From an optimization exercise on the open Yosys and OpenROAD flow, aimed at small area; shortcuts taken in it are not production practice. Function was checked by simulation only, so behaviour that the tests miss may differ from the original. Power figures rest on the tool's default switching activity, not on a simulated workload.

--- design.v ---
module gpu_htiming (
    input  wire       clk,
    input  wire       rst,
    output wire       sync_n,
    output wire       drawing,
    output wire       overflow,
    output reg        act,           
    output reg  [9:0] coord
);
    reg [7:0] hb;
    wire bp    = ~hb[7] & ~(hb[6] & (hb[5] | (hb[4] & hb[3])));    
    wire c_end = (coord == 10'd800);
    assign overflow = (hb == 8'd255);
    assign drawing  = (hb == 8'd87) | (act & ~c_end);
    assign sync_n   = ~hb[7];
    always @(posedge clk) begin
        if (rst) begin
            hb    <= 8'd128;
            act   <= 1'b0;
            coord <= 10'd0;
        end else begin
            if (!act) begin
                hb <= hb + 8'd1;
                if (hb == 8'd87) act <= 1'b1;
            end else if (c_end) begin
                act <= 1'b0;
            end
            if (hb == 8'd86)
                coord <= 10'd0;
            else if (act | bp)
                coord <= coord + 10'd1;
        end
    end
endmodule
module gpu_vtiming (
    input  wire       clk,
    input  wire       rst,
    input  wire       en,
    output wire       sync_n,
    output reg        drawing,
    output wire       overflow,
    output reg  [9:0] coord
);
    reg [4:0] vb;
    wire sync  = vb[4] & vb[3] & vb[2];
    wire c_end = (coord == 10'd599);
    assign sync_n   = ~sync;
    assign overflow = en & (vb == 5'd31);
    always @(posedge clk) begin
        if (rst) begin
            vb      <= 5'd28;
            drawing <= 1'b0;
            coord   <= 10'd0;
        end else if (en) begin
            if (!drawing) begin
                vb <= (vb == 5'd31) ? 5'd4 : vb + 5'd1;
                if (vb == 5'd26) drawing <= 1'b1;
            end else if (c_end) begin
                drawing <= 1'b0;
            end
            if (vb == 5'd26)
                coord <= 10'd0;
            else if (drawing | (vb < 5'd26))
                coord <= coord + 10'd1;
        end
    end
endmodule
module gpu_rasterizer (
    input  wire        clk,
    input  wire        rst,
    input  wire        start,
    input  wire [31:0] seg,
    output wire        write,
    output reg  [7:0]  x,
    output reg  [7:0]  y,
    output reg         done
);
    localparam [1:0] S_WAIT = 2'd0, S_UPDATE = 2'd1, S_UPDATE_NEXT = 2'd2, S_DRAW = 2'd3;
    reg [1:0] state;
    reg [9:0] err;
    wire draw = (state == S_DRAW);
    assign write = draw;
    wire [8:0] tx = {1'b0, seg[15:8]} + {1'b0, ~seg[31:24]};    
    wire [8:0] ty = {1'b0, seg[7:0]}  + {1'b0, ~seg[23:16]};
    wire [7:0] mx = tx[8] ? tx[7:0] : ~tx[7:0];
    wire [7:0] my = ty[8] ? ty[7:0] : ~ty[7:0];
    wire       sx = ~tx[8];
    wire       sy = ~ty[8];
    wire [10:0] e2  = {err, 1'b0};
    wire [10:0] c1s = e2 + {3'b000, my} + {10'd0, ~sy};
    wire [10:0] c2s = {3'b000, mx} + ~e2 + {9'd0, ~sx, sx};
    wire c1 = ~c1s[10];             
    wire c2 = ~c2s[10];             
    wire finish = (x == seg[15:8]) & (y == seg[7:0]);
    wire t1 = ~draw | c1;
    wire t2 = ~draw | c2;
    wire [9:0] opa = draw ? err : 10'd0;
    wire [9:0] opb = t1 ? {2'b11, ~my} : 10'd0;
    wire [9:0] opc = t2 ? {2'b00, mx} : 10'd0;
    wire [9:0] err_n = opa + opb + opc + {9'd0, t1 & sy} + {9'd0, t2 & ~sx};
    always @(posedge clk) begin
        if (rst) begin
            state <= S_WAIT;
            done  <= 1'b0;
        end else begin
            done <= draw & finish;
            case (state)
                S_WAIT:        if (start) state <= S_UPDATE;
                S_UPDATE:      state <= S_UPDATE_NEXT;
                S_UPDATE_NEXT: state <= S_DRAW;
                default:       if (finish) state <= S_WAIT;
            endcase
        end
    end
    always @(posedge clk) begin
        if (state == S_WAIT) begin
            x <= seg[31:24];
            y <= seg[23:16];
        end
        if (state == S_UPDATE_NEXT || (draw && !finish))
            err <= err_n;
        if (draw && !finish && c1)
            x <= x + {{7{sx}}, 1'b1};
        if (draw && !finish && c2)
            y <= y + {{7{sy}}, 1'b1};
    end
endmodule
module gpu_lineset (
    input  wire        clk,
    input  wire        rst,
    input  wire        frame,
    input  wire        gate,
    input  wire        done,
    input  wire        bounds_we,
    input  wire [13:0] bounds_start,
    input  wire [13:0] bounds_end,
    output wire        rd_req,
    output reg  [13:0] rd_index,
    output wire        ras_start
);
    localparam [2:0] LS_IDLE = 3'd0, LS_ARM = 3'd1, LS_READ = 3'd2,
                     LS_LATCH = 3'd3, LS_RUN = 3'd4;
    reg [2:0]  state;
    reg [13:0] start_n, end_n;        
    wire [13:0] start_index = ~start_n;
    wire [13:0] end_index   = ~end_n;
    wire        arm = (state == LS_ARM);
    wire [14:0] nxt = arm ? {1'b0, start_index} : {1'b0, rd_index} + 15'd1;
    wire        le  = (nxt <= {1'b0, end_index});
    assign rd_req    = (state == LS_READ) & gate;
    assign ras_start = (state == LS_LATCH);
    always @(posedge clk) begin
        if (rst) begin
            state       <= LS_IDLE;
            start_n     <= 14'h3fff;   
            end_n       <= 14'h3fff;   
        end else begin
            if (bounds_we) begin
                start_n     <= ~bounds_start;
                end_n       <= ~bounds_end;
            end
            if (frame) begin
                state <= LS_ARM;
            end else begin
                case (state)
                    LS_ARM:   state <= le ? LS_READ : LS_IDLE;
                    LS_READ:  if (gate) state <= LS_LATCH;
                    LS_LATCH: state <= LS_RUN;
                    LS_RUN:   if (done) state <= le ? LS_READ : LS_IDLE;
                    default: ;
                endcase
            end
        end
    end
    always @(posedge clk) begin
        if (arm || (state == LS_RUN && done))
            rd_index <= nxt[13:0];
    end
endmodule
module gpu_decoder (
    input  wire        clk,
    input  wire        rst,
    input  wire        rx_valid,
    input  wire [7:0]  rx_data,
    input  wire        frame,
    output reg         wr_req,
    output reg  [13:0] idx,
    output reg  [31:0] seg,
    output wire        bounds_we,
    output wire [13:0] bs,
    output wire [13:0] be,
    output reg         tx_valid,
    output wire [7:0]  tx_data
);
    localparam [3:0] CMD = 4'd0, WR_IDX0 = 4'd1, WR_Y1 = 4'd6, VSYNC = 4'd8,
                     BOUNDS_S0 = 4'd9, BOUNDS_COMMIT = 4'd13;
    reg [3:0] state;
    reg       ack;
    assign bounds_we = (state == BOUNDS_COMMIT) & frame;
    assign tx_data   = {ack, ~ack, ack, ack, ack, ack, ~ack, ack};    
    assign bs        = idx;
    assign be        = {seg[21:16], seg[31:24]};
    always @(posedge clk) begin
        if (rst) begin
            state    <= CMD;
            wr_req   <= 1'b0;
            tx_valid <= 1'b0;
        end else begin
            wr_req   <= 1'b0;
            tx_valid <= 1'b0;
            case (state)
                BOUNDS_COMMIT, VSYNC: begin
                    if (frame) begin
                        tx_valid <= 1'b1;
                        ack      <= 1'b1;
                        state    <= CMD;
                    end
                end
                default: begin
                    if (rx_valid) begin
                        case (state)
                            CMD: begin
                                case (rx_data)
                                    8'h00: begin tx_valid <= 1'b1; ack <= 1'b0; end
                                    8'h01:   state <= WR_IDX0;
                                    8'h02:   state <= BOUNDS_S0;
                                    8'h03:   state <= VSYNC;
                                    default: ;
                                endcase
                            end
                            WR_Y1: begin
                                wr_req   <= 1'b1;
                                tx_valid <= 1'b1;
                                ack      <= 1'b1;
                                state    <= CMD;
                            end
                            default: state <= state + 4'd1;
                        endcase
                    end
                end
            endcase
        end
    end
    always @(posedge clk) begin
        if (rx_valid) begin
            case (state)
                4'd1, 4'd9:  idx[7:0]   <= rx_data;
                4'd2, 4'd10: idx[13:8]  <= rx_data[5:0];
                4'd3, 4'd11: seg[31:24] <= rx_data;
                4'd4, 4'd12: seg[23:16] <= rx_data;
                4'd5:        seg[15:8]  <= rx_data;
                4'd6:        seg[7:0]   <= rx_data;
                default: ;
            endcase
        end
    end
endmodule
module gpu_arbiter (
    input  wire        clk,
    input  wire        rst,
    input  wire        wr_req,
    input  wire [13:0] wr_index,
    input  wire        rd_req,
    input  wire [13:0] rd_index,
    output wire        seg_re,
    output wire        seg_we,
    output wire [13:0] seg_addr
);
    reg       pend_valid;
    reg [7:0] pend_lo;
    always @(posedge clk) begin
        if (rst)
            pend_valid <= 1'b0;
        else if (wr_req)
            pend_valid <= 1'b1;
        else if (!rd_req)
            pend_valid <= 1'b0;
    end
    always @(posedge clk) begin
        if (wr_req)
            pend_lo <= wr_index[7:0];
    end
    assign seg_re   = rd_req & ~rst;
    assign seg_we   = ~rd_req & pend_valid & ~rst;
    assign seg_addr = rd_req ? rd_index : {wr_index[13:8], pend_lo};
endmodule
module gpu_fbread (
    input  wire [9:0]  x,
    input  wire [9:0]  y,
    input  wire        de,
    input  wire [2:0]  rdata,
    output wire [7:0]  cx,
    output wire [7:0]  cy,
    output reg  [11:0] rgb
);
    wire [9:0] cx_full = x / 10'd5;
    wire [9:0] cy_full = y / 10'd5;
    assign cx = cx_full[7:0];
    assign cy = cy_full[7:0];
    wire r_a = de & rdata[2];                                 
    wire g_a = de & rdata[1] & (rdata[0] | ~rdata[2]);        
    wire g_5 = de & rdata[2] & rdata[1];                      
    wire b_a = de & rdata[0];                                 
    wire all = de & rdata[2] & rdata[1] & rdata[0];           
    always @(*) rgb = {r_a, all, r_a, all, g_a, g_5, g_a, g_5, b_a, all, b_a, all};
endmodule
module gpu_core (
    input  wire        clk,
    input  wire        rst,           
    input  wire        rx_valid,
    input  wire [7:0]  rx_data,
    output wire        tx_valid,
    output wire [7:0]  tx_data,
    input  wire        fill_req,
    output wire [11:0] rgb,
    output wire        hsync,
    output wire        vsync,
    output wire        de,
    output wire [9:0]  x,
    output wire [9:0]  y,
    output wire        frame,
    output wire        line,
    output wire        valid_data,
    output wire        in_bounds,
    output wire        seg_re,
    output wire        seg_we,
    output wire [13:0] seg_addr,
    output wire [31:0] seg_wdata,
    input  wire [31:0] seg_rdata,
    output wire        fb_rd_bank,
    output wire [7:0]  fb_rd_cx,
    output wire [7:0]  fb_rd_cy,
    input  wire [2:0]  fb_rdata,
    output wire        fb_we,
    output wire        fb_wr_bank,
    output wire [7:0]  fb_wr_cx,
    output wire [7:0]  fb_wr_cy,
    output wire [2:0]  fb_wdata
);
    wire h_sync_n, h_drawing, h_overflow, h_act;
    wire v_sync_n, v_drawing, v_overflow;
    gpu_htiming u_h (
        .clk(clk), .rst(rst),
        .sync_n(h_sync_n), .drawing(h_drawing), .overflow(h_overflow), .act(h_act), .coord(x)
    );
    gpu_vtiming u_v (
        .clk(clk), .rst(rst), .en(h_overflow),
        .sync_n(v_sync_n), .drawing(v_drawing), .overflow(v_overflow), .coord(y)
    );
    assign line       = h_overflow;
    assign frame      = v_overflow;
    assign valid_data = h_drawing & v_drawing;
    assign in_bounds  = h_drawing;
    assign hsync      = h_sync_n;
    assign vsync      = v_sync_n;
    reg selected;
    wire de_q = h_act & v_drawing;
    always @(posedge clk) begin
        if (rst) begin
            selected <= 1'b0;
        end else begin
            if (v_overflow)
                selected <= ~selected;
        end
    end
    wire [7:0] rd_cx, rd_cy;
    gpu_fbread u_fb (
        .x(x), .y(y), .de(de_q), .rdata(fb_rdata),
        .cx(rd_cx), .cy(rd_cy), .rgb(rgb)
    );
    assign fb_rd_bank = ~selected;
    assign fb_rd_cx   = rd_cx;
    assign fb_rd_cy   = rd_cy;
    assign de         = de_q;
    wire        ras_write, ras_done;
    wire [7:0]  ras_x, ras_y;
    wire        ls_rd_req, ls_ras_start;
    wire [13:0] ls_rd_index;
    wire        dec_wr_req, dec_bounds_we;
    wire [13:0] dec_idx, dec_bs, dec_be;
    wire [31:0] dec_seg;
    gpu_rasterizer u_ras (
        .clk(clk), .rst(rst), .start(ls_ras_start), .seg(seg_rdata),
        .write(ras_write), .x(ras_x), .y(ras_y), .done(ras_done)
    );
    gpu_lineset u_ls (
        .clk(clk), .rst(rst), .frame(v_overflow), .gate(v_sync_n), .done(ras_done),
        .bounds_we(dec_bounds_we), .bounds_start(dec_bs), .bounds_end(dec_be),
        .rd_req(ls_rd_req), .rd_index(ls_rd_index), .ras_start(ls_ras_start)
    );
    gpu_decoder u_dec (
        .clk(clk), .rst(rst), .rx_valid(rx_valid), .rx_data(rx_data), .frame(v_overflow),
        .wr_req(dec_wr_req), .idx(dec_idx), .seg(dec_seg),
        .bounds_we(dec_bounds_we), .bs(dec_bs), .be(dec_be),
        .tx_valid(tx_valid), .tx_data(tx_data)
    );
    gpu_arbiter u_arb (
        .clk(clk), .rst(rst), .wr_req(dec_wr_req), .wr_index(dec_idx),
        .rd_req(ls_rd_req), .rd_index(ls_rd_index),
        .seg_re(seg_re), .seg_we(seg_we), .seg_addr(seg_addr)
    );
    assign seg_wdata = dec_seg;
    assign fb_we      = (ras_write | fill_req) & ~rst;
    assign fb_wr_bank = selected;
    assign fb_wr_cx   = ras_write ? ras_x : rd_cx;
    assign fb_wr_cy   = ras_write ? ras_y : rd_cy;
    assign fb_wdata   = {3{ras_write}};
endmodule
--- flow/run.sh ---
#!/bin/bash
# The standard layout (standard.sh) with these changes, each tool's output in its own log:
#  - synthesis maps the logic with the area-oriented ABC script in flow/abc_area.script,
#  - without ORFS's hard adder cells (ADDER_MAP_FILE empty), so ABC optimises adders too;
#    registers are mapped exactly as in the standard synthesis,
#  - the port buffers are the smallest buffer, sky130_fd_sc_hd__buf_1,
#  - clock tree synthesis clusters up to 20 sinks within 80 um behind clkbuf_8 leaf buffers and adds no dummy loads.
set -u
rm -rf myscripts
cp -r "$FLOW_HOME/scripts" myscripts
cp flow/abc_area.script myscripts/abc_area.script
export BUFFER_PORTS_ARGS="-buffer_cell sky130_fd_sc_hd__buf_1"
export CTS_ARGS="-sink_clustering_enable -repair_clock_nets -sink_clustering_size 20 -sink_clustering_max_diameter 80 -sink_clustering_buffer sky130_fd_sc_hd__clkbuf_8 -dont_use_dummy_load"
bash standard.sh SCRIPTS_DIR="$PWD/myscripts" ADDER_MAP_FILE= finish > standard.log 2>&1
--- flow/abc_area.script ---
strash
&get -n
&deepsyn -T 60
&put
dch -f
amap
topo
--- standard.sh ---
#!/bin/bash
# synth_recipe.tcl (not shown) runs the flow's synth.tcl, then flattens the netlist and writes it again
# the make line also repeats each setting of config.mk as NAME=value (left out here)
make -C /OpenROAD-flow-scripts/flow DESIGN_CONFIG=/design/flow/config.mk WORK_HOME=/design/flow/orfs CLKGATE_MAP_FILE= SYNTH_SCRIPT=/design/flow/synth_recipe.tcl "${@:-finish}"
--- config.mk ---
export PLATFORM = sky130hd
export DESIGN_NAME = gpu_core
export DESIGN_NICKNAME = gpu_core
export VERILOG_FILES = /design/flow/design.v
export SDC_FILE = /design/flow/constraint.sdc
export NUM_CORES = 4
export LEC_CHECK = 0
export ABC_AREA = 1
export CAP_MARGIN = 20
export CORE_MARGIN = 2
export CORE_UTILIZATION = 70
export PLACE_DENSITY = 0.85
export SLEW_MARGIN = 20
--- constraint.sdc ---
create_clock -name core_clock -period 10.0 [get_ports {clk}]
set_input_delay 2.0000 -clock core_clock [delete_from_list [all_inputs] [get_ports {clk}]]
set_output_delay 2.0000 -clock core_clock [all_outputs]
set_load 0.01 [all_outputs]
==> run notes, run 1 <==
outcome=finished clean; Post-Route Setup TNS=0 ns; Max Cap Viol=0; Crit Path Class=in -> reg; Post-Syn Area per Cell=between 8 and 9 sq um; min Tclk post-route=9.23 ns; CTS Sinks=172; Setup violations, final=0; WP data required=10.16 ns; area of the multi-input gates=around 4300 sq um; post-synthesis instance area=9290 sq um; Pleak=0.00364 uW; buffer and inverter count on the worst path=7; GRT Util Overall=0.361; Max stage delay on crit path=0.26 ns; Worst EP arrival=9.39 ns; Hold Crit Start=u_dec.idx[1]; Crit path max-delay family=compound AO/OA/AOI/OAI gates; R2R Path End=u_ras.err[9]; fmax=108 MHz; # rows=42; top cell type's share of synthesized area=0.307; most frequent cells in the layout=nor2_1, buf_1, clkinv_1; Finished Layout Cells=around 1,500; Seq/Total Area, Yosys=0.473; RR Startpoint=u_ras.err[3]; Most used DFF post-synth=edfxtp_1; Reg2Reg Depth=39; Via Count=between 9,000 and 10,000; final WL=26,100 microns; NumNets Final=1,374; vias in the first global route=around 8,200; Hold EP=u_arb.pend_lo[1]; Final period util=0.923; 1st-iter DRT viols=1,127; Worst Path Max Fanout=9; IR drop worst, VDD=0.133 mV; clock buffer count from CTS=17; Reg clk slew, reported paths=0.07 ns; Seq cells post-synth=about 170; initial antenna violation count=0; number of synthesized flops with an enable pin=95; GRT overflow=0; hold path depth=0; Synth Warn #=8; r2r setup slk=4.23 ns; CTS tree=built; die width=119 microns; Synth-to-Final Area Change=14.7%; post-route ant nets=0; DRC viols=0; crit path max-delay cell type=a222oi_1; Port Buf Inserts=180; commonest non-fill, non-tap cell in the layout=nor2_1; fin. max-slew vios=0; H-tree levels=4; syn nets=1,183; die area=14,200 sq um; die height=119 microns; Post-CTS Setup Repair Bufs=0; total power=1540 uW; Final HPWL DP=18,600 microns; via/cell ratio=around 6.3; type of the tightest min-delay check=reg -> reg; Pwr Density=~140 nW/um^2; top post-synthesis cells by area=edfxtp_1, dfxtp_1, nor2_1; fin area=10,700 sq um; first-pass GRT wire length=40,600 microns; actual slew at the worst max-slew pin=1.04 ns; io pins=181; Startpoint Class=input pin; cts hold-fix bufs=0; fraction of registers with async set/reset=0; Yosys cell types=45; Clock Latency Late Sink=0.44 ns; CP most frequent cell=nand2_1; dpl cells=roughly 1,500; CP endpoint kind=register; FILL cells=roughly 900; share of layout cells above drive strength 1=0.0400; clk root buf=clkbuf_16; clock tree buffer depth=2; Final Skew=between 0.02 and 0.025 ns; DRT Pass-1 Iters=6; ant diodes=0; WL/cell=17.4 microns; Area after DPL=10,100 sq um; Initial Utilization=0.710; FF/Latch Area=4390 sq um; RD Place Congestion=0.986; Max-slew headroom=0.298; leading area contributor after synthesis=edfxtp_1; synthesized instance count=approximately 1,100; Final Hold Viols=0; largest net degree at the start of global routing=slightly above 40; placeable core region=13,100 sq um
[worst reg2reg max path: cells and delay by family (launching register included)]
family	cells	cell delay, ns
AND/OR/NAND/NOR	18	2.13
flip-flops	1	0.48
buffers and inverters	1	0.12
AO/OA/AOI/OAI	20	2.80
[through the flow]
step           worst slack (ns)   util  hold WS (ns)
2_1_floorplan             0.153      -         0.427
3_3_place_gp              0.149  0.774         0.432
3_5_place_dp             -0.306  0.774         0.441
4_1_cts                  0.0812  0.807         0.447
5_1_grt                  -0.110  0.815         0.461
6_report                  0.774  0.815         0.448
[what timing repair did]
item                                    in CTS  in global routing
hold endpoints to repair                     0                  0
endpoints found under the setup margin       1                  4
pin swaps                                    0                  5
resized for setup                            1                 29
gates cloned                                 0                  0
[logic make-up after synthesis]
family / share of synthesized area
AO/OA/AOI/OAI: 0.249
XOR/XNOR: 0.00283
buffers and inverters: 0.0796
flip-flops: 0.473
AND/OR/NAND/NOR: 0.196
[area by class of cell]
type	count	area share
well taps	176	0.0207
clock buffers	17	0.0399
inverters	152	0.0535
flip-flops and latches	172	0.412
repair buffers	195	0.0746
multi-input cells	789	0.399
[power breakdown]
| part | internal (uW) | switching (uW) | leakage [uW] | total (uW) |
|---|---|---|---|---|
| combinational | 85.8 | 159 | 0.00193 | 244 |
| clock | 295 | 244 | 0.000209 | 539 |
| sequential | 756 | 5.22 | 0.00150 | 761 |
| total | 1140 | 408 | 0.00364 | 1540 |
[layer usage]
layer	GRT usage	routed length [microns]	vias to the layer above
met3	0.0814	2740	87
met5	0	0	-
met4	0.119	671	0
met2	0.570	12000	602
met1	0.498	10700	4229
li1	-	-	4466
[registers in the layout, summed over array words and instances, names as in the netlist, 2 cells and up]
signal         flops
u_h.coord         10
u_dec.idx         14
u_ls.end_n        14
u_h.hb             8
u_ls.start_n      14
u_ras.x            8
u_ls.rd_index     14
u_ls.state         3
u_ras.state        2
u_ras.err         10
u_dec.seg         32
u_arb.pend_lo      8
u_v.coord         10
u_v.vb             5
u_ras.y            8
u_dec.state        4
[cells in the mapped netlist, types with 2 or more instances]
master and instances:
dfxtp_1 77, nand2_1 106, a21boi_0 2, o22a_1 21
o2111a_1 3, nand3_1 8, o211ai_1 4, edfxtp_1 95
o32ai_1 15, o21a_1 13, or2_0 9, xnor2_1 2
o22ai_1 47, buf_4 22, a21oi_1 84, a222oi_1 2
o21bai_1 2, nand4_1 4, a211oi_1 15, a32oi_1 2
and2_0 4, o211a_1 4, clkinv_1 152, a31oi_1 4
nor4_1 6, o221ai_1 30, o21ai_0 86, a22oi_1 12
a221oi_1 5, nor3_1 37, nor2b_1 17, and3_1 13
nor2_1 221
[worst max-delay path by stage]
stage	from	end	slack [ns]	cells after the start
finish	seg_rdata[9]	u_ras.err[9]	0.77	58
global placement	seg_rdata[9]	u_ras.err[9]	0.15	56
CTS	seg_rdata[9]	u_ras.err[9]	0.08	56
floorplan	seg_rdata[17]	u_ras.err[9]	0.15	53
global route	seg_rdata[9]	u_ras.err[9]	-0.11	58
detailed placement	seg_rdata[9]	u_ras.err[9]	-0.31	55
==> run 2: changes to the inputs <==
==> flow/run.sh (replaced) <==
#!/bin/bash
# The standard layout (standard.sh) with these changes, each tool's output in its own log:
#  - synthesis maps the logic with the area-oriented ABC script in flow/abc_area.script,
#  - without ORFS's hard adder cells (ADDER_MAP_FILE empty), so ABC optimises adders too;
#    registers are mapped exactly as in the standard synthesis,
#  - the port buffers are the smallest buffer, sky130_fd_sc_hd__buf_1,
#  - clock tree synthesis clusters up to 30 sinks within 120 um and adds no dummy loads.
set -u
rm -rf myscripts
cp -r "$FLOW_HOME/scripts" myscripts
cp flow/abc_area.script myscripts/abc_area.script
export BUFFER_PORTS_ARGS="-buffer_cell sky130_fd_sc_hd__buf_1"
export CTS_ARGS="-sink_clustering_enable -repair_clock_nets -sink_clustering_size 30 -sink_clustering_max_diameter 120 -dont_use_dummy_load"
bash standard.sh SCRIPTS_DIR="$PWD/myscripts" ADDER_MAP_FILE= finish > standard.log 2>&1
==> run notes, run 2 <==
RD Place Congestion=just under 1; Max-slew headroom=0.298; via/cell ratio=approximately 6.3; Hold Crit Start=u_dec.idx[1]; most frequent cells in the layout=nor2_1, buf_1, clkinv_1; Final HPWL DP=18,600 microns; Clock Latency Late Sink=0.44 ns; Worst EP arrival=9.39 ns; io pins=181; Post-Syn Area per Cell=slightly above 8 sq um; actual slew at the worst max-slew pin=1.04 ns; NumNets Final=between 1,000 and 1,500; leading area contributor after synthesis=edfxtp_1; Initial Utilization=0.710; Largest register FFs=32; CP endpoint kind=register; Crit Path Class=in -> reg; most frequent cell after synthesis=nor2_1; Largest Register=u_dec.seg; largest net degree at the start of global routing=41; vias in the first global route=8,219; min Tclk post-route=roughly 9.2 ns; clock buffer count from CTS=17; Final Hold Viols=0; Seq/Total Area, Yosys=0.473; Worst Path Max Fanout=9; final WL=26,100 microns; # rows=42; Max Cap Viol=0; Setup violations, final=0; R2R Path End=u_ras.err[9]; fraction of registers with async set/reset=0; post-route ant nets=0; Synth-to-Final Area Change=14.7%; WP data required=10.16 ns; Final period util=0.923; CTS tree=built; GRT Util Overall=0.361; share of layout cells above drive strength 1=0.0400; synthesized instance count=between 1,000 and 1,500; syn nets=around 1,200; 1st-iter DRT viols=1,127; clk root buf=clkbuf_16; Reg clk slew, reported paths=about 0.070 ns; CTS Sinks=172; Synth Warn #=8; Final Skew=about 0.022 ns; Startpoint Class=input pin; fin. max-slew vios=0; Post-Route Setup TNS=0 ns; GRT overflow=0; outcome=finished clean; GR peak layer=met2; clock tree buffer depth=2; ant diodes=0; smallest setup slack after layout=just under 0.8 ns; Hold EP=u_arb.pend_lo[1]; first-pass GRT wire length=40,600 microns; area of the multi-input gates=4260 sq um; commonest non-fill, non-tap cell in the layout=nor2_1; Yosys cell types=45; die width=119 microns; die area=14,200 sq um; r2r setup slk=approximately 4.2 ns; RR Startpoint=u_ras.err[3]; Pwr Density=145 nW/um^2; FILL cells=898; Max stage delay on crit path=0.26 ns; Seq cells post-synth=roughly 170; Most used DFF post-synth=edfxtp_1; initial antenna violation count=0; WL/cell=17.4 microns; H-tree levels=4; crit path max-delay cell type=a222oi_1; Via Count=roughly 9,400; pre-CTS WS=-0.306 ns; type of the tightest min-delay check=reg -> reg; CP most frequent cell=nand2_1; DRC viols=0; post-synthesis instance area=slightly above 9000 sq um; Pleak=0.00364 uW; GR Layer Usage met2=0.570; placeable core region=13,100 sq um; cts hold-fix bufs=0; commonest cells in the netlist=nor2_1, clkinv_1, nand2_1, edfxtp_1, o21ai_0; Reg2Reg Depth=39; DRT Pass-1 Iters=6; Port Buf Inserts=180; FF/Latch Area=4390 sq um; number of synthesized flops with an enable pin=95; fmax=108 MHz; met1 usage=0.498; IR drop worst, VDD=0.133 mV; top cell type's share of synthesized area=0.307; hold path depth=0; top post-synthesis cells by area=edfxtp_1, dfxtp_1, nor2_1; met3 usage=0.0814; die height=between 100 and 150 microns
==> run 2: cell counts after synthesis <==
Identical to the previous run, type by type.
==> run 2: where the power goes <==
part	switching, uW	internal [uW]	leakage (uW)
sequential	5.22	756	0.00150
combinational	159	85.8	0.00193
clock	244	295	0.000209
==> run 2: cell families after synthesis <==
group,Yosys count,synth area share
AOI/OAI and AO/OA,356,0.249
xor gates and xnor gates,3,0.00283
buffers and inverters,175,0.0796
DFF,172,0.473
and+or+nand+nor,430,0.196
==> run 2: worst max path at each step <==
stage / from / endpoint / cells after the start
after global routing: seg_rdata[9] / u_ras.err[9] / 58
after detailed placement: seg_rdata[9] / u_ras.err[9] / 55
final: seg_rdata[9] / u_ras.err[9] / 58
after floorplan: seg_rdata[17] / u_ras.err[9] / 53
after CTS: seg_rdata[9] / u_ras.err[9] / 56
after global placement: seg_rdata[9] / u_ras.err[9] / 56
==> run 2: metal layers <==
metal | vias to the layer above | routed length (microns)
met2 | 602 | 12000
met4 | 0 | 671
met5 | - | 0
met1 | 4229 | 10700
li1 | 4466 | -
met3 | 87 | 2740
==> run 2: worst max-delay path: cells and delay by family <==
family,cells,cell delay [ns]
AOI/OAI and AO/OA,28,3.93
xor gates and xnor gates,1,0.17
buffers and inverters,7,0.79
and+or+nand+nor,22,2.49
==> run 2: repair_timing <==
| action | CTS | global route |
|---|---|---|
| pin swaps | 0 | 5 |
| gates resized for setup | 1 | 29 |
| setup endpoints to repair | 1 | 4 |
| setup buffers | 0 | 0 |
==> run 2: cell type report <==
class / instances / area share
Multi-Input combinational cell: 789 / 0.399
Clock buffer: 17 / 0.0399
Sequential cell: 172 / 0.412
Tap cell: 176 / 0.0207
Timing Repair Buffer: 195 / 0.0746
Inverter: 152 / 0.0535
==> run 2: stage by stage <==
step | area, sq um | total power [uW] | cells | util | hold slack (ns)
final | 10700 | 1540 | 1501 | 0.815 | 0.448
after global routing | 10700 | 1590 | 1501 | 0.815 | 0.461
after CTS | 10600 | 1520 | 1500 | 0.807 | 0.447
after detailed placement | 10100 | 993 | 1483 | 0.774 | 0.441
after global placement | 10100 | 987 | 1483 | 0.774 | 0.432
after floorplan | 9290 | 936 | 1136 | - | 0.427
==> run 3: changes to the inputs <==
==> flow/run.sh (replaced) <==
#!/bin/bash
# The standard layout (standard.sh) with these changes, each tool's output in its own log:
#  - synthesis maps the logic with the area-oriented ABC script in flow/abc_area.script,
#  - without ORFS's hard adder cells (ADDER_MAP_FILE empty), so ABC optimises adders too;
#    registers are mapped exactly as in the standard synthesis,
#  - the port buffers are the smallest buffer, sky130_fd_sc_hd__buf_1.
set -u
rm -rf myscripts
cp -r "$FLOW_HOME/scripts" myscripts
cp flow/abc_area.script myscripts/abc_area.script
export BUFFER_PORTS_ARGS="-buffer_cell sky130_fd_sc_hd__buf_1"
bash standard.sh SCRIPTS_DIR="$PWD/myscripts" ADDER_MAP_FILE= finish > standard.log 2>&1
--- a/config.mk
+++ b/config.mk
@@ -9,5 +9,8 @@
 export CAP_MARGIN = 20
 export CORE_MARGIN = 2
 export CORE_UTILIZATION = 70
+export CTS_BUF_LIST = sky130_fd_sc_hd__clkbuf_8 sky130_fd_sc_hd__clkbuf_16
+export CTS_CLUSTER_DIAMETER = 80
+export CTS_CLUSTER_SIZE = 25
 export PLACE_DENSITY = 0.85
 export SLEW_MARGIN = 20
==> run notes, run 3 <==
outcome=finished clean; Pleak=roughly 0.0037 uW; area of the multi-input gates=4240 sq um; post-synthesis instance area=9290 sq um; r2r setup slk=4.22 ns; commonest non-fill, non-tap cell in the layout=nor2_1; Crit path max-delay family=compound AO/OA/AOI/OAI gates; Synth-to-Final Area Change=16.9%; Post-Syn Area per Cell=around 8.2 sq um; Most used DFF post-synth=edfxtp_1; die width=119 microns; WP data required=between 10 and 15 ns; final WL=between 20,000 and 30,000 microns; R2R Path End=u_ras.err[9]; largest net degree at the start of global routing=41; buffer and inverter count on the worst path=7; adder and majority gate portion of the synthesized area=0; cts hold-fix bufs=0; Setup violations, final=0; H-tree levels=4; RD Place Congestion=0.986; dpl cells=around 1,500; syn nets=1,183; CP endpoint kind=register; die area=14,200 sq um; die height=119 microns; Final period util=0.919; Max stage delay on crit path=between 0.2 and 0.3 ns; Startpoint Class=input pin; CTS Sinks=roughly 170; Final Hold Viols=0; leading area contributor after synthesis=edfxtp_1; via/cell ratio=6.31; Hold Crit Start=u_dec.idx[1]; Post-CTS Setup Repair Bufs=0; Worst Setup SP=seg_rdata[9]; Seq/Total Area, Yosys=0.473; hold path depth=0; multiplexer area fraction after synthesis=0; Synth Warn #=8; vias in the first global route=about 8,400; Reg clk slew, reported paths=0.08 ns; Area after DPL=10,100 sq um; Worst Path Max Fanout=9; 1st-iter DRT viols=1,152; # rows=42; RR Startpoint=u_ras.err[3]; FF/Latch Area=4390 sq um; CTS tree=built; WP depth=58; Synth Area in Compound Gates=0.249; Max-slew headroom=0.274; Port Buf Inserts=180; min Tclk post-route=between 9 and 10 ns; Yosys cell types=45; Reg2Reg Depth=39; Max Cap Viol=0; placeable core region=13,100 sq um; main combinational cell family by area after synthesis=compound AO/OA/AOI/OAI gates; IR drop worst, VDD=0.138 mV; simple-gate area share of the yosys netlist=0.196; actual slew at the worst max-slew pin=around 1.1 ns; io pins=181; Finished Layout Cells=1,517; share of layout cells above drive strength 1=0.0485; clock buffer count from CTS=17; post-route ant nets=0; CP most frequent cell=nor2_1; fin area=10,900 sq um; synthesized instance count=about 1,100; top cell type's share of synthesized area=0.307; ant diodes=0; DRT Pass-1 Iters=7; crit path max-delay cell type=a32o_1; initial antenna violation count=0; most frequent cells in the layout=nor2_1, buf_1, clkinv_1; XOR/XNOR share of the synthesized area=0.00283; Initial Utilization=0.710; GRT Util Overall=0.372; WL/cell=17.6 microns; first-pass GRT wire length=approximately 42,000 microns; clk root buf=clkbuf_16; Seq cells post-synth=172; Crit Path Class=in -> reg; fmax=109 MHz; Final HPWL DP=roughly 19,000 microns; Final Skew=0.0109 ns; DRC viols=0; GRT overflow=0; Pwr Density=157 nW/um^2; Clock Latency Late Sink=0.45 ns; Worst EP arrival=roughly 9.4 ns; NumNets Final=1,375; commonest cells in the netlist=nor2_1, clkinv_1, nand2_1, edfxtp_1, o21ai_0; fraction of registers with async set/reset=0; fin. max-slew vios=0; FILL cells=831; type of the tightest min-delay check=reg -> reg; Largest Register=u_dec.seg; most frequent cell after synthesis=nor2_1; number of synthesized flops with an enable pin=95; Largest register FFs=32; top post-synthesis cells by area=edfxtp_1, dfxtp_1, nor2_1; Via Count=9,575; clock tree buffer depth=2; crit path to=u_ras.err[9]
run 3: area by class of cell:
| cell class | count | share of cell area |
|---|---|---|
| Tap cell | 176 | 0.0203 |
| Multi-Input combinational cell | 789 | 0.390 |
| Clock buffer | 17 | 0.0391 |
| Clock inverter | 15 | 0.0198 |
| Inverter | 152 | 0.0525 |
| Sequential cell | 172 | 0.404 |
| Timing Repair Buffer | 196 | 0.0737 |
run 3: per-stage QoR:
stage          power, uW  setup TNS (ns)  setup slack, ns  utilization  hold WS, ns
2_1_floorplan        936               0            0.153            -        0.427
3_3_place_gp         987               0            0.149        0.774        0.432
3_5_place_dp         993          -0.458           -0.306        0.774        0.441
4_1_cts             1680               0           0.0670        0.823        0.457
5_1_grt             1760         -0.0372          -0.0372        0.831        0.465
6_report            1710               0            0.807        0.831        0.456
run 3: timing repair:
action,in CTS,in global routing
hold endpoints to repair,0,0
gates resized for setup,1,26
pin swaps,0,4
gates cloned,0,0
setup endpoints to repair,1,4
run 3: cells by family after synthesis:
| family | Yosys count |
|---|---|
| buffers and inverters | 175 |
| XOR/XNOR | 3 |
| AND/OR/NAND/NOR | 430 |
| AO/OA/AOI/OAI | 356 |
| flip-flops | 172 |
run 3: power by group:
| part | internal, uW | switching, uW |
|---|---|---|
| sequential | 755 | 5.27 |
| clock | 367 | 339 |
| combinational | 84.6 | 157 |
| total | 1210 | 501 |
run 3: worst min path at each step:
stage / end
2_1_floorplan: u_arb.pend_lo[0]
3_3_place_gp: u_arb.pend_lo[5]
3_5_place_dp: u_arb.pend_lo[3]
4_1_cts: u_arb.pend_lo[1]
5_1_grt: u_arb.pend_lo[0]
6_report: u_arb.pend_lo[1]
run 3: layer usage:
layer,wire length (microns),track usage,up-vias,part of all wire
li1,-,-,4478,-
met3,3070,0.0833,82,0.11
met5,0,0,-,0
met4,715,0.121,0,0.027
met2,12600,0.603,650,0.47
met1,10400,0.500,4365,0.39
==> run 4: changes to the inputs <==
--- a/config.mk
+++ b/config.mk
@@ -9,8 +9,8 @@
 export CAP_MARGIN = 20
 export CORE_MARGIN = 2
 export CORE_UTILIZATION = 70
-export CTS_BUF_LIST = sky130_fd_sc_hd__clkbuf_8 sky130_fd_sc_hd__clkbuf_16
-export CTS_CLUSTER_DIAMETER = 80
-export CTS_CLUSTER_SIZE = 25
+export CTS_BUF_LIST = sky130_fd_sc_hd__clkbuf_8
+export CTS_CLUSTER_DIAMETER = 60
+export CTS_CLUSTER_SIZE = 20
 export PLACE_DENSITY = 0.85
 export SLEW_MARGIN = 20
==> run notes, run 4 <==
outcome=finished clean; io pins=between 150 and 200; Startpoint Class=input pin; crit path max-delay cell type=a222oi_1; Reg2Reg Depth=39; Final period util=0.925; r2r setup slk=4.13 ns; clk root buf=clkbuf_8; Setup violations, final=0; smallest setup slack after layout=0.751 ns; net switching power=475 uW; CTS Sinks=between 150 and 200; Seq/Total Area, Yosys=0.473; total power=approximately 1500 uW; via/cell ratio=~6.2; number of synthesized flops with an enable pin=95; Max-slew headroom=0.277; Yosys cell types=45; WP data required=10.23 ns; top cell type's share of synthesized area=0.307; FILL cells=882; Crit path max-delay family=compound AO/OA/AOI/OAI gates; hold path depth=0; GRT Util Overall=0.370; GRT overflow=0; most frequent cell after synthesis=nor2_1; fraction of registers with async set/reset=0; WP depth=58; Crit Path Class=in -> reg; pre-CTS WS=-0.306 ns; Initial Utilization=0.710; post-synthesis instance area=a little over 9000 sq um; die height=119 microns; Largest Register=u_dec.seg; clock tree buffer depth=2; synthesized instance count=1,136; Pwr Density=144 nW/um^2; Most used DFF post-synth=edfxtp_1; Seq cells post-synth=172; hold slack=0.462 ns; Seq pwr share=0.496; vias in the first global route=roughly 8,500; CP endpoint kind=register; Area after DPL=approximately 10,000 sq um; Worst EP arrival=~9.5 ns; min Tclk post-route=approximately 9.2 ns; IR drop worst, VDD=between 0.1 and 0.15 mV; internal power=1060 uW; RD Place Congestion=0.986; ant diodes=0; commonest non-fill, non-tap cell in the layout=nor2_1; fmax=approximately 110 MHz; largest net degree at the start of global routing=between 40 and 50; Final Skew=0.0146 ns; NumNets Final=about 1,400; post-route ant nets=0; Largest register FFs=32; Final Hold Viols=0; 1st-iter DRT viols=1,095; placeable core region=13,100 sq um; Max stage delay on crit path=0.29 ns; share of layout cells above drive strength 1=0.0492; initial antenna violation count=0; fin area=10,700 sq um; Post-Syn Area per Cell=8.18 sq um; syn nets=about 1,200; Worst Path Max Fanout=9; type of the tightest min-delay check=reg -> reg; buffer and inverter count on the worst path=7; commonest cells in the netlist=nor2_1, clkinv_1, nand2_1, edfxtp_1, o21ai_0; actual slew at the worst max-slew pin=1.07 ns; CTS tree=built; Sw Share=0.309; # rows=42; first-pass GRT wire length=41,800 microns; DRT Pass-1 Iters=6; final WL=26,500 microns; Synth Warn #=8; Clock Latency Late Sink=approximately 0.48 ns; clock group share of total power=0.348; H-tree levels=4; combinational fraction of design power=0.156; top post-synthesis cells by area=edfxtp_1, dfxtp_1, nor2_1; dpl cells=1,483; Max Cap Viol=0; Pleak=0.00366 uW; Via Count=about 9,400; Finished Layout Cells=1,517; die width=119 microns; Synth-to-Final Area Change=14.9%; fin. max-slew vios=0; clock buffer count from CTS=17; DRC viols=0; leading area contributor after synthesis=edfxtp_1; most frequent cells in the layout=nor2_1, buf_1, clkinv_1; Port Buf Inserts=180; die area=14,200 sq um; Reg clk slew, reported paths=around 0.11 ns; Final HPWL DP=about 19,000 microns; WL/cell=17.5 microns
## run 4: per-stage QoR
| step | setup TNS, ns | utilization |
|---|---|---|
| 2_1_floorplan | 0 | - |
| 5_1_grt | -0.0516 | 0.816 |
| 4_1_cts | 0 | 0.809 |
| 3_3_place_gp | 0 | 0.774 |
| 3_5_place_dp | -0.458 | 0.774 |
| 6_report | 0 | 0.816 |
## run 4: repair_timing
item	in CTS	in global routing
setup endpoints to repair	1	4
hold buffers	0	0
cloned	0	0
setup buffers	0	0
pin swaps	0	5
gates resized for setup	1	26
## run 4: kinds of logic after synthesis
logic type,synth area share
compound gates,0.249
xor+xnor,0.00283
buf+inv,0.0796
flops,0.473
simple gates,0.196
## run 4: final timing paths
| kind | startpoint | to |
|---|---|---|
| worst min-delay path | u_dec.idx[1] | u_arb.pend_lo[1] |
| worst max-delay path | seg_rdata[9] | u_ras.err[9] |
| worst min register to register | u_dec.idx[1] | u_arb.pend_lo[1] |
| worst max register to register | u_ras.err[3] | u_ras.err[9] |
## run 4: area by class of cell
type	count	area, sq um	area share
multi-input cells	789	4240	0.397
repair buffers	196	801	0.0750
clock buffers	17	234	0.0219
inverters	152	571	0.0534
well taps	176	220	0.0206
clock inverters	15	215	0.0202
flip-flops and latches	172	4390	0.411
## run 4: power by group through the flow
stage                     sequential, uW  clock, uW  combinational [uW]
after global placement               776          0                 210
after global routing                 761        555                 270
after CTS                            760        533                 221
after floorplan                      775          0                 162
after detailed placement             776          0                 217
final                                761        534                 240
## run 4: per-layer routing
metal,wire length (microns),GRT usage,share of wire,up-vias
met5,0,0,0,-
met4,800,0.139,0.030,0
met3,2860,0.0800,0.11,98
met2,12400,0.597,0.47,604
met1,10500,0.495,0.40,4236
li1,-,-,-,4484
==> run 5: changes to the inputs <==
==> flow/run.sh (replaced) <==
#!/bin/bash
# The standard layout (standard.sh) with these changes, each tool's output in its own log:
#  - synthesis maps the logic with the area-oriented ABC script in flow/abc_area.script,
#  - without ORFS's hard adder cells (ADDER_MAP_FILE empty), so ABC optimises adders too;
#    registers are mapped exactly as in the standard synthesis,
#  - the port buffers are the smallest buffer, sky130_fd_sc_hd__buf_1,
#  - clock tree synthesis clusters up to 25 sinks within 100 um and adds no dummy loads.
set -u
rm -rf myscripts
cp -r "$FLOW_HOME/scripts" myscripts
cp flow/abc_area.script myscripts/abc_area.script
export BUFFER_PORTS_ARGS="-buffer_cell sky130_fd_sc_hd__buf_1"
export CTS_ARGS="-sink_clustering_enable -repair_clock_nets -sink_clustering_size 25 -sink_clustering_max_diameter 100 -dont_use_dummy_load"
bash standard.sh SCRIPTS_DIR="$PWD/myscripts" ADDER_MAP_FILE= finish > standard.log 2>&1
==> config.mk (replaced) <==
export PLATFORM = sky130hd
export DESIGN_NAME = gpu_core
export DESIGN_NICKNAME = gpu_core
export VERILOG_FILES = /design/flow/design.v
export SDC_FILE = /design/flow/constraint.sdc
export NUM_CORES = 4
export LEC_CHECK = 0
export ABC_AREA = 1
export CAP_MARGIN = 20
export CORE_MARGIN = 2
export CORE_UTILIZATION = 65
export PLACE_DENSITY = 0.8
export SLEW_MARGIN = 20
==> run notes, run 5 <==
outcome=finished clean; die height=124 microns; die width=124 microns; Synth Warn #=8; top cell type's share of synthesized area=0.307; number of synthesized flops with an enable pin=95; final WL=25,200 microns; syn nets=1,183; type of the tightest min-delay check=reg -> reg; Max-slew headroom=0.270; Finished Layout Cells=1,514; Port Buf Inserts=180; Pwr Density=144 nW/um^2; dpl cells=around 1,500; via/cell ratio=approximately 6.1; die area=15,300 sq um; GRT Util Overall=0.326; share of layout cells above drive strength 1=0.0420; post-route ant nets=0; Setup violations, final=0; CP endpoint kind=register; Most used DFF post-synth=edfxtp_1; fraction of registers with async set/reset=0; RR Startpoint=u_ras.err[3]; Synth-to-Final Area Change=15.0%; CTS tree=built; 1st-iter DRT viols=about 900; synthesized instance count=between 1,000 and 1,500; RSZ-0062 raised after global routing=false; actual slew at the worst max-slew pin=1.09 ns; Seq cells post-synth=172; post-synthesis instance area=9290 sq um; largest net degree at the start of global routing=41; NumNets Final=1,383; WL/cell=16.6 microns; placeable core region=between 10,000 and 15,000 sq um; hold slack=0.450 ns; Pleak=0.00368 uW; commonest non-fill, non-tap cell in the layout=nor2_1; DRT Pass-1 Iters=7; clk root buf=clkbuf_16; io pins=181; GRT overflow=0; Seq/Total Area, Yosys=0.473; Max stage delay on crit path=around 0.25 ns; Final Skew=0.0207 ns; first-pass GRT wire length=38,600 microns; cts hold-fix bufs=0; Final period util=0.910; Worst Setup SP=seg_rdata[9]; Via Count=9,174; FF/Latch Area=about 4400 sq um; ant diodes=0; FILL cells=1,070; Worst EP arrival=9.25 ns; most frequent cell after synthesis=nor2_1; RD Place Congestion=approximately 0.96; Hold Crit Start=u_dec.idx[1]; area of the multi-input gates=4220 sq um; top post-synthesis cells by area=edfxtp_1, dfxtp_1, nor2_1; IR drop worst, VDD=0.114 mV; min Tclk post-route=9.10 ns; clock buffer count from CTS=17; Post-Syn Area per Cell=8.18 sq um; fmax=110 MHz; Crit Path Class=in -> reg; Max Cap Viol=0; clock tree buffer depth=2; commonest cells in the netlist=nor2_1, clkinv_1, nand2_1, edfxtp_1, o21ai_0; # rows=43; fin. max-slew vios=0; CTS Sinks=172; r2r setup slk=4.33 ns; Worst Path Max Fanout=7; Reg clk slew, reported paths=0.07 ns; crit path max-delay cell type=a32o_1; Final HPWL DP=18,300 microns; Largest Register=u_dec.seg; leading area contributor after synthesis=edfxtp_1; most frequent cells in the layout=nor2_1, buf_1, clkinv_1; CP most frequent cell=nor2_1; Clock Latency Late Sink=0.43 ns; H-tree levels=4; Initial Utilization=0.667; Final Hold Viols=0; initial antenna violation count=0; Largest register FFs=32; WP data required=roughly 10 ns; DRC viols=0; vias in the first global route=between 7,000 and 8,000; Yosys cell types=45; Startpoint Class=input pin
## run 5: cell counts after synthesis
Identical to the previous run, type by type.
## run 5: final cells by class
| type | count | area share |
|---|---|---|
| Inverter | 152 | 0.0534 |
| Timing Repair Buffer | 204 | 0.0794 |
| Clock buffer | 17 | 0.0398 |
| Multi-Input combinational cell | 789 | 0.395 |
| Tap cell | 180 | 0.0211 |
| Sequential cell | 172 | 0.411 |
## run 5: repair_timing
action / CTS / global route
buffers inserted: 0 / 4
setup endpoints to repair: 0 / 4
resized for setup: 0 / 23
## run 5: worst paths after layout
path,to,cells after the start
max,u_ras.err[9],58
min,u_arb.pend_lo[1],0
max reg2reg,u_ras.err[9],39
min reg2reg,u_arb.pend_lo[1],0
## run 5: worst max-delay path: cells and delay by family
kind                   cells  cell delay [ns]
AO/OA/AOI/OAI             28             3.87
XOR/XNOR                   1             0.18
buffers and inverters      7             0.74
AND/OR/NAND/NOR           22             2.49
## run 5: report_power, final
group / total [uW] / internal (uW) / switching [uW]
combinational: 239 / 88.7 / 150
sequential: 761 / 756 / 5.16
clock: 534 / 295 / 239
## run 5: cells by family after synthesis
| kind of cell | Yosys count | share of synthesized area |
|---|---|---|
| flip-flops | 172 | 0.473 |
| AND/OR/NAND/NOR | 430 | 0.196 |
| buffers and inverters | 175 | 0.0796 |
| AO/OA/AOI/OAI | 356 | 0.249 |
| XOR/XNOR | 3 | 0.00283 |
## run 5: per-layer routing
| metal | vias up | GRT usage | share of wire | routed length, microns |
|---|---|---|---|---|
| met5 | - | 0 | 0 | 0 |
| met4 | 0 | 0.106 | 0.021 | 537 |
| met3 | 52 | 0.0549 | 0.086 | 2160 |
| met2 | 459 | 0.516 | 0.46 | 11600 |
| met1 | 4177 | 0.460 | 0.43 | 10800 |
| li1 | 4486 | - | - | - |
## run 5: metrics by stage
| step | power, uW | instance area [sq um] | setup TNS (ns) | setup slack, ns | utilization |
|---|---|---|---|---|---|
| after floorplan | 936 | 9290 | 0 | 0.153 | - |
| after global placement | 987 | 10200 | 0 | 0.209 | 0.729 |
| after detailed placement | 992 | 10200 | -0.349 | -0.251 | 0.730 |
| after CTS | 1520 | 10600 | 0 | 0.145 | 0.761 |
| after global routing | 1590 | 10700 | 0 | 0.0158 | 0.767 |
| final | 1530 | 10700 | 0 | 0.902 | 0.767 |
==> run 6: changes to the inputs <==
--- a/config.mk
+++ b/config.mk
@@ -8,6 +8,6 @@
 export ABC_AREA = 1
 export CAP_MARGIN = 20
 export CORE_MARGIN = 2
-export CORE_UTILIZATION = 65
-export PLACE_DENSITY = 0.8
+export CORE_UTILIZATION = 60
+export PLACE_DENSITY = 0.75
 export SLEW_MARGIN = 20
==> run notes, run 6 <==
Max-slew headroom=0.401; Largest register FFs=32; Worst Path Max Fanout=13; cts hold-fix bufs=0; WL/cell=16.3 microns; commonest non-fill, non-tap cell in the layout=nor2_1; commonest cells in the netlist=nor2_1, clkinv_1, nand2_1, edfxtp_1, o21ai_0; Worst Setup SP=seg_rdata[9]; die area=roughly 17,000 sq um; Hold EP=u_arb.pend_lo[7]; Most used DFF post-synth=edfxtp_1; die width=128 microns; CTS Sinks=172; CP endpoint kind=register; GRT Util Overall=0.300; hold slack=between 0.4 and 0.5 ns; Worst EP arrival=a little over 9 ns; top cell type's share of synthesized area=0.307; H-tree levels=4; top post-synthesis cells by area=edfxtp_1, dfxtp_1, nor2_1; hold path depth=0; share of layout cells above drive strength 1=0.0414; RD Place Congestion=0.904; most frequent cells in the layout=nor2_1, buf_1, clkinv_1; Post-Route Setup TNS=0 ns; synthesized instance count=about 1,100; fin. max-slew vios=0; fmax=110 MHz; Seq cells post-synth=172; DRC viols=0; min Tclk post-route=9.07 ns; DRT Pass-1 Iters=5; r2r setup slk=4.45 ns; placeable core region=approximately 15,000 sq um; GRT overflow=0; Hold Crit Start=u_dec.idx[7]; post_cts resized=0; Seq/Total Area, Yosys=0.473; fraction of registers with async set/reset=0; Pwr Density=~140 nW/um^2; most frequent cell after synthesis=nor2_1; Largest Register=u_dec.seg; Crit Path Class=in -> reg; syn nets=1,183; outcome=finished clean; RR Startpoint=u_ras.err[3]; Post-Syn Area per Cell=8.18 sq um; ant diodes=0; Initial Utilization=0.614; Max Cap Viol=0; Finished Layout Cells=around 1,500; NumNets Final=1,379; dpl cells=1,501; Final period util=0.907; die height=128 microns; io pins=181; initial antenna violation count=0; Startpoint Class=input pin; crit path max-delay cell type=a32o_1; post-synthesis instance area=9290 sq um; largest net degree at the start of global routing=41; post-route ant nets=0; Setup violations, final=0; Post-CTS Setup Repair Bufs=0; # rows=45; clk root buf=clkbuf_16; Final Skew=0.0267 ns; Max stage delay on crit path=0.25 ns; type of the tightest min-delay check=reg -> reg; CTS tree=built; 1st-iter DRT viols=861; vias in the first global route=7,778; final WL=about 25,000 microns; R2R Path End=u_ras.err[9]; Pleak=0.00366 uW; Final Hold Viols=0; via/cell ratio=5.90; first-pass GRT wire length=38,700 microns; leading area contributor after synthesis=edfxtp_1; Via Count=8,951; FILL cells=1,275; number of synthesized flops with an enable pin=between 90 and 100; Synth Warn #=8; Final HPWL DP=roughly 18,000 microns; Synth-to-Final Area Change=15.0%; actual slew at the worst max-slew pin=0.894 ns; WP data required=10.14 ns; Port Buf Inserts=180; IR drop worst, VDD=0.130 mV; Reg clk slew, reported paths=0.05 ns; Yosys cell types=45; Clock Latency Late Sink=0.43 ns; Reg2Reg Depth=39; clock buffer count from CTS=17; clock tree buffer depth=2
==> run 6: how the worst max path moves through the flow <==
| stage | endpoint | slack (ns) | depth (start not counted) |
|---|---|---|---|
| after floorplan | u_ras.err[9] | 0.15 | 53 |
| after global placement | u_ras.err[9] | 0.30 | 56 |
| after detailed placement | u_ras.err[9] | -0.01 | 56 |
| after CTS | u_ras.err[9] | 0.40 | 56 |
| after global routing | u_ras.err[9] | -0.06 | 58 |
| final | u_ras.err[9] | 0.93 | 58 |
==> run 6: cells by family after synthesis <==
| group | count (synthesis) | synth area share |
|---|---|---|
| AO/OA/AOI/OAI | 356 | 0.249 |
| flip-flops | 172 | 0.473 |
| XOR/XNOR | 3 | 0.00283 |
| buffers and inverters | 175 | 0.0796 |
| AND/OR/NAND/NOR | 430 | 0.196 |
==> run 6: critical path: cells and delay by family <==
family | cells | cell delay [ns]
buffers and inverters | 7 | 0.90
and+or+nand+nor | 22 | 2.41
xor gates and xnor gates | 1 | 0.14
AOI/OAI and AO/OA | 28 | 3.74
==> run 6: where the power goes <==
| part | switching, uW | internal [uW] |
|---|---|---|
| registers | 5.13 | 756 |
| logic | 147 | 85.2 |
| clock network | 233 | 295 |
| total | 385 | 1140 |
==> run 6: per-layer routing <==
layer / part of all wire / routed length (microns) / GRT usage / vias to the layer above
li1: - / - / - / 4494
met1: 0.47 / 11500 / 0.436 / 4075
met2: 0.45 / 11000 / 0.467 / 347
met3: 0.072 / 1770 / 0.0511 / 35
met4: 0.017 / 409 / 0.0866 / 0
met5: 0 / 0 / 0 / -
==> run 6: final cells by class <==
cell class              count  area, sq um  share of cell area
repair buffers            200          823              0.0770
multi-input cells         789         4240               0.397
clock buffers              17          425              0.0398
inverters                 152          571              0.0534
flip-flops and latches    172         4390               0.411
well taps                 188          235              0.0220
==> run 6: through the flow <==
step           setup slack (ns)   util  total power [uW]  area [sq um]
4_1_cts                   0.395  0.701              1510         10600
2_1_floorplan             0.153      -               936          9290
5_1_grt                 -0.0635  0.706              1590         10700
6_report                  0.929  0.706              1520         10700
3_3_place_gp              0.299  0.672               988         10200
3_5_place_dp            -0.0115  0.673               992         10200
==> run 7: changes to the inputs <==
==> flow/run.sh (replaced) <==
#!/bin/bash
# The standard layout (standard.sh) with these changes, each tool's output in its own log:
#  - synthesis maps the logic with the area-oriented ABC script in flow/abc_area.script,
#  - without ORFS's hard adder cells (ADDER_MAP_FILE empty), so ABC optimises adders too;
#    registers are mapped exactly as in the standard synthesis,
#  - the port buffers are the smallest buffer, sky130_fd_sc_hd__buf_1,
#  - timing-driven global placement does not keep its trial repairs (GPL_KEEP_OVERFLOW 0);
#    the resizer step after placement still repairs every slew and capacitance violation,
#  - clock tree synthesis uses clkbuf_8, clusters up to 20 sinks within 60 um and adds no
#    dummy loads.
set -u
rm -rf myscripts
cp -r "$FLOW_HOME/scripts" myscripts
cp flow/abc_area.script myscripts/abc_area.script
export BUFFER_PORTS_ARGS="-buffer_cell sky130_fd_sc_hd__buf_1"
export GPL_KEEP_OVERFLOW=0
export CTS_ARGS="-sink_clustering_enable -repair_clock_nets -sink_clustering_size 20 -sink_clustering_max_diameter 60 -buf_list sky130_fd_sc_hd__clkbuf_8 -dont_use_dummy_load"
bash standard.sh SCRIPTS_DIR="$PWD/myscripts" ADDER_MAP_FILE= finish > standard.log 2>&1
--- a/config.mk
+++ b/config.mk
@@ -6,8 +6,8 @@
 export NUM_CORES = 4
 export LEC_CHECK = 0
 export ABC_AREA = 1
-export CAP_MARGIN = 20
+export CAP_MARGIN = 0
 export CORE_MARGIN = 2
 export CORE_UTILIZATION = 60
 export PLACE_DENSITY = 0.75
-export SLEW_MARGIN = 20
+export SLEW_MARGIN = 0
==> run notes, run 7 <==
outcome=finished clean; top sig layer=met4; Largest Register=u_dec.seg; smallest setup slack after layout=around 0.75 ns; Worst Setup SP=seg_rdata[25]; DRC viols=0; H-tree levels=4; Post-Syn Area per Cell=approximately 8 sq um; Synth-to-Final Area Change=13.2%; Final period util=0.925; synthesized instance count=about 1,100; GRT overflow=0; ant diodes=0; Startpoint Class=input pin; fin. max-slew vios=0; largest net degree at the start of global routing=42; NumNets Final=~1,400; crit path max-delay cell type=a222oi_1; Synth Warn #=8; Via Count=9,048; via/cell ratio=about 6.0; Clock Latency Late Sink=approximately 0.45 ns; Max stage delay on crit path=0.29 ns; 1st-iter DRT viols=721; clock buffer count from CTS=17; Pleak=between 0.003 and 0.004 uW; min Tclk post-route=9.25 ns; Finished Layout Cells=1,512; final WL=24,800 microns; share of layout cells above drive strength 1=0.0446; post-synthesis instance area=9290 sq um; Seq cells post-synth=around 170; WL/cell=16.4 microns; commonest non-fill, non-tap cell in the layout=nor2_1; hold slack=~0.45 ns; CP endpoint kind=register; CTS Sinks=172; Final HPWL DP=18,300 microns; FILL cells=1,286; Max-slew headroom=0.0979; Area after DPL=10,100 sq um; clk root buf=clkbuf_8; fin area=10,500 sq um; CTS tree=built; actual slew at the worst max-slew pin=1.34 ns; pre-CTS WS=-1.41 ns; met2 routed wirelength=10,900 microns; M1 WL=about 12,000 microns; Yosys cell types=45; RD Place Congestion=roughly 0.95; Hold Crit Start=u_dec.idx[7]; Worst Path Max Fanout=12; Largest register FFs=32; Setup violations, final=0; Max Cap Viol=0; number of synthesized flops with an enable pin=95; initial antenna violation count=0; post-route ant nets=0; vias in the first global route=just under 8,000; DRT Pass-1 Iters=6; die height=128 microns; top cell type's share of synthesized area=0.307; final core occ=0.694; CP most frequent cell=nand2_1; fmax=between 100 and 150 MHz; clock tree buffer depth=2; GRT Util Overall=0.296; top post-synthesis cells by area=edfxtp_1, dfxtp_1, nor2_1; most frequent cell after synthesis=nor2_1; commonest cells in the netlist=nor2_1, clkinv_1, nand2_1, edfxtp_1, o21ai_0; io pins=181; met3 wire len=1810 microns; die width=roughly 130 microns; IR drop worst, VDD=0.0912 mV; dpl cells=1,484; leading area contributor after synthesis=edfxtp_1; most frequent cells in the layout=nor2_1, buf_1, clkinv_1; Seq/Total Area, Yosys=0.473; die area=16,500 sq um; Most used DFF post-synth=edfxtp_1; Final Hold Viols=0; Reg clk slew, reported paths=0.07 ns; type of the tightest min-delay check=reg -> reg; placeable core region=15,100 sq um; Pwr Density=130 nW/um^2; # rows=45; Initial Utilization=0.614; first-pass GRT wire length=38,600 microns; Port Buf Inserts=180; syn nets=1,183; WP data required=between 10 and 15 ns; Crit Path Class=in -> reg; Worst EP arrival=9.41 ns; Final Skew=between 0.02 and 0.03 ns; RR Startpoint=u_ras.err[3]; fraction of registers with async set/reset=0
==> run 7: cell counts after synthesis <==
No cell type changed its count.
==> run 7: kinds of logic (layout without fill, tap and decap cells) <==
group	count (synthesis)	in the layout	share of synthesized area
simple gates	430	430	0.196
compound gates	356	356	0.249
buf+inv	175	363	0.0796
flops	172	172	0.473
xor+xnor	3	3	0.00283
==> run 7: layer usage <==
metal,global-route usage,vias to the layer above
met5,0,-
met1,0.436,4138
li1,-,4479
met4,0.0808,0
met3,0.0553,33
met2,0.450,398
==> run 7: timing repair <==
| action | 4_1_cts | 5_1_grt |
|---|---|---|
| endpoints found under the setup margin | 4 | 5 |
| hold endpoints to repair | 0 | 0 |
| resized for setup | 8 | 36 |
| pin swaps | 0 | 4 |
| setup buffers | 0 | 10 |
| hold buffers | 0 | 0 |
==> run 7: metrics by stage <==
step                      setup TNS (ns)  total power (uW)
after global routing             -0.0884              1440
after floorplan                        0               936
final                                  0              1370
after CTS                              0              1350
after detailed placement           -4.49               993
after global placement             -4.88               986
==> run 7: power breakdown <==
group          switching [uW]  internal, uW  total (uW)
sequential               5.12           755         760
combinational             157          88.9         246
clock                     215           151         366
==> run 7: layout make-up <==
| cell class | count | area [sq um] | share of cell area |
|---|---|---|---|
| Tap cell | 188 | 235 | 0.0224 |
| Inverter | 152 | 579 | 0.0551 |
| Sequential cell | 172 | 4390 | 0.418 |
| Timing Repair Buffer | 194 | 790 | 0.0751 |
| Clock buffer | 17 | 234 | 0.0222 |
| Multi-Input combinational cell | 789 | 4290 | 0.407 |
==> run 7: final timing paths <==
kind / end / slack, ns / cells past startpoint
hold reg to reg: u_arb.pend_lo[7] / 0.45 / 0
hold / removal: u_arb.pend_lo[7] / 0.45 / 0
setup reg to reg: u_ras.err[9] / 4.15 / 37
setup / recovery: u_ras.err[9] / 0.75 / 56
==> run 7: worst max-delay path, delay by kind of cell <==
family	cells	cell delay, ns
buf+inv	7	0.79
simple gates	20	2.24
xor+xnor	1	0.19
compound gates	28	4.19
==> run 8: changes to the inputs <==
--- a/config.mk
+++ b/config.mk
@@ -6,8 +6,8 @@
 export NUM_CORES = 4
 export LEC_CHECK = 0
 export ABC_AREA = 1
-export CAP_MARGIN = 0
+export CAP_MARGIN = 20
 export CORE_MARGIN = 2
 export CORE_UTILIZATION = 60
 export PLACE_DENSITY = 0.75
-export SLEW_MARGIN = 0
+export SLEW_MARGIN = 20
==> run notes, run 8 <==
Port Buf Inserts=180; Synth-to-Final Area Change=12.9%; clock group share of total power=0.266; CP most frequent cell=nor2_1; placeable core region=15,100 sq um; Seq/Total Area, Yosys=0.473; commonest cells in the netlist=nor2_1, clkinv_1, nand2_1, edfxtp_1, o21ai_0; fin. max-slew vios=0; WL/cell=16.4 microns; net switching power=between 300 and 400 uW; Worst Path Max Fanout=15; CTS tree=built; Crit Path Class=in -> reg; Final period util=0.927; final WL=roughly 25,000 microns; fraction of registers with async set/reset=0; io pins=181; synthesized instance count=1,136; Max stage delay on crit path=0.30 ns; FILL cells=1,288; leading area contributor after synthesis=edfxtp_1; Pwr Density=130 nW/um^2; min Tclk post-route=between 9 and 10 ns; smallest setup slack after layout=0.730 ns; internal power=994 uW; Max-slew headroom=0.271; CP endpoint kind=register; largest net degree at the start of global routing=42; via/cell ratio=between 6 and 7; die height=128 microns; clock buffer count from CTS=17; total power=1370 uW; Startpoint Class=input pin; Seq cells post-synth=172; combinational fraction of design power=0.178; ant diodes=0; # rows=45; outcome=finished clean; Yosys cell types=45; Worst EP arrival=between 9 and 10 ns; commonest non-fill, non-tap cell in the layout=nor2_1; Initial Utilization=0.614; Clock Latency Late Sink=0.48 ns; Max Cap Viol=0; post-route ant nets=0; Pleak=0.00357 uW; Synth Warn #=8; DRT Pass-1 Iters=7; top cell type's share of synthesized area=0.307; Final HPWL DP=between 15,000 and 20,000 microns; CTS Sinks=172; crit path max-delay cell type=a222oi_1; top post-synthesis cells by area=edfxtp_1, dfxtp_1, nor2_1; clock tree buffer depth=2; RD Place Congestion=between 0.9 and 1; first-pass GRT wire length=38,500 microns; Setup violations, final=0; WP data required=10.19 ns; most frequent cell after synthesis=nor2_1; GRT Util Overall=0.297; Largest Register=u_dec.seg; Via Count=9,067; Sw Share=0.274; Largest register FFs=32; vias in the first global route=just under 8,000; fmax=between 100 and 150 MHz; NumNets Final=between 1,000 and 1,500; actual slew at the worst max-slew pin=1.08 ns; H-tree levels=4; 1st-iter DRT viols=690; post-synthesis instance area=9290 sq um; GRT overflow=0; DRC viols=0; type of the tightest min-delay check=reg -> reg; share of layout cells above drive strength 1=0.0438; IR drop worst, VDD=0.0895 mV; Post-Syn Area per Cell=8.18 sq um; Seq pwr share=0.556; Most used DFF post-synth=edfxtp_1; pre-CTS WS=-0.809 ns; syn nets=1,183; die width=128 microns; most frequent cells in the layout=nor2_1, buf_1, clkinv_1; number of synthesized flops with an enable pin=95; Final Hold Viols=0; final core occ=0.693; Reg clk slew, reported paths=0.09 ns; initial antenna violation count=0; die area=16,500 sq um; Final Skew=just under 0.04 ns; clk root buf=clkbuf_8
[run 8: cell counts after synthesis]
No cell type changed its count.
[run 8: final cells by class]
type	count	area (sq um)	share of cell area
timing repair buffer	193	776	0.0739
inverter	152	577	0.0550
sequential	172	4390	0.419
clock buffer	17	234	0.0223
tap	188	235	0.0224
multi-input combinational	789	4280	0.408
[run 8: logic make-up after synthesis]
family,synth area share
xor+xnor,0.00283
simple gates,0.196
compound gates,0.249
flops,0.473
buf+inv,0.0796
[run 8: per-layer routing]
metal / vias to the layer above / GRT usage / part of all wire
li1: 4459 / - / -
met1: 4111 / 0.439 / 0.46
met2: 457 / 0.447 / 0.44
met3: 40 / 0.0553 / 0.085
met4: 0 / 0.0918 / 0.016
met5: - / 0 / 0
[run 8: power groups by stage]
stage               logic (uW)  clock network [uW]  registers, uW
finish                     244                 364            761
global route               272                 396            761
CTS                        218                 367            760
detailed placement         217                   0            776
global placement           210                   0            776
floorplan                  162                   0            775
[run 8: per-stage QoR]
stage,hold slack (ns),setup TNS [ns],instances,area [sq um]
after floorplan,0.427,0,1136,9290
after global routing,0.461,-0.0702,1511,10500
after global placement,0.436,-4.88,1481,10000
after detailed placement,0.439,-1.87,1485,10100
after CTS,0.449,0,1502,10300
final,0.450,0,1511,10500
[run 8: worst paths after layout]
kind,cells past startpoint,from,slack (ns),to
max,56,seg_rdata[25],0.73,u_ras.err[9]
min,0,u_dec.idx[4],0.45,u_arb.pend_lo[4]
max reg2reg,37,u_ras.err[3],4.24,u_ras.err[9]
min reg2reg,0,u_dec.idx[4],0.45,u_arb.pend_lo[4]
[run 8: critical path: cells and delay by family]
kind,cells,cell delay (ns)
AO/OA/AOI/OAI,26,3.86
AND/OR/NAND/NOR,22,2.59
buffers and inverters,7,0.79
XOR/XNOR,1,0.19
[run 8: what timing repair did]
item                       CTS  global route
resized for setup            5            30
hold buffers                 0             0
setup endpoints to repair    2             5
buffers inserted             0             9
pin swaps                    0             7

==> static timing again, ports no longer ideal <==
Ports are ideal in the flow. The routed layouts listed here were re-timed in OpenROAD. Step 1 assumes that a clkbuf_16 drives the clock port and a buf_2 every other input. Step 2 times the ports against the registers' clock, not the clock port: input delays grow and output delays shrink by t, the midpoint of the rising clock arrivals with the driver on. Three values: ideal ports, drivers, drivers and shift; two values: the first two.
run	t, ns	setup slack, ns	pins driven straight from the clock port
run 1	0.475	0.774 / 0.797 / 0.323	1
run 2	0.475	0.774 / 0.797 / 0.323	1
run 3	0.489	0.807 / 0.830 / 0.341	1
run 4	0.516	0.751 / 0.768 / 0.253	1
run 5	0.466	0.902 / 0.924 / 0.458	1
run 6	0.457	0.929 / 0.949 / 0.492	1
run 7	0.472	0.747 / 0.765 / 0.293	1
run 8	0.501	0.730 / 0.748 / 0.247	1
After both steps every run listed still meets setup and hold. The setup slack of run 4, which loses most, moves by +0.017 ns with the drivers and by -0.498 ns with both steps.
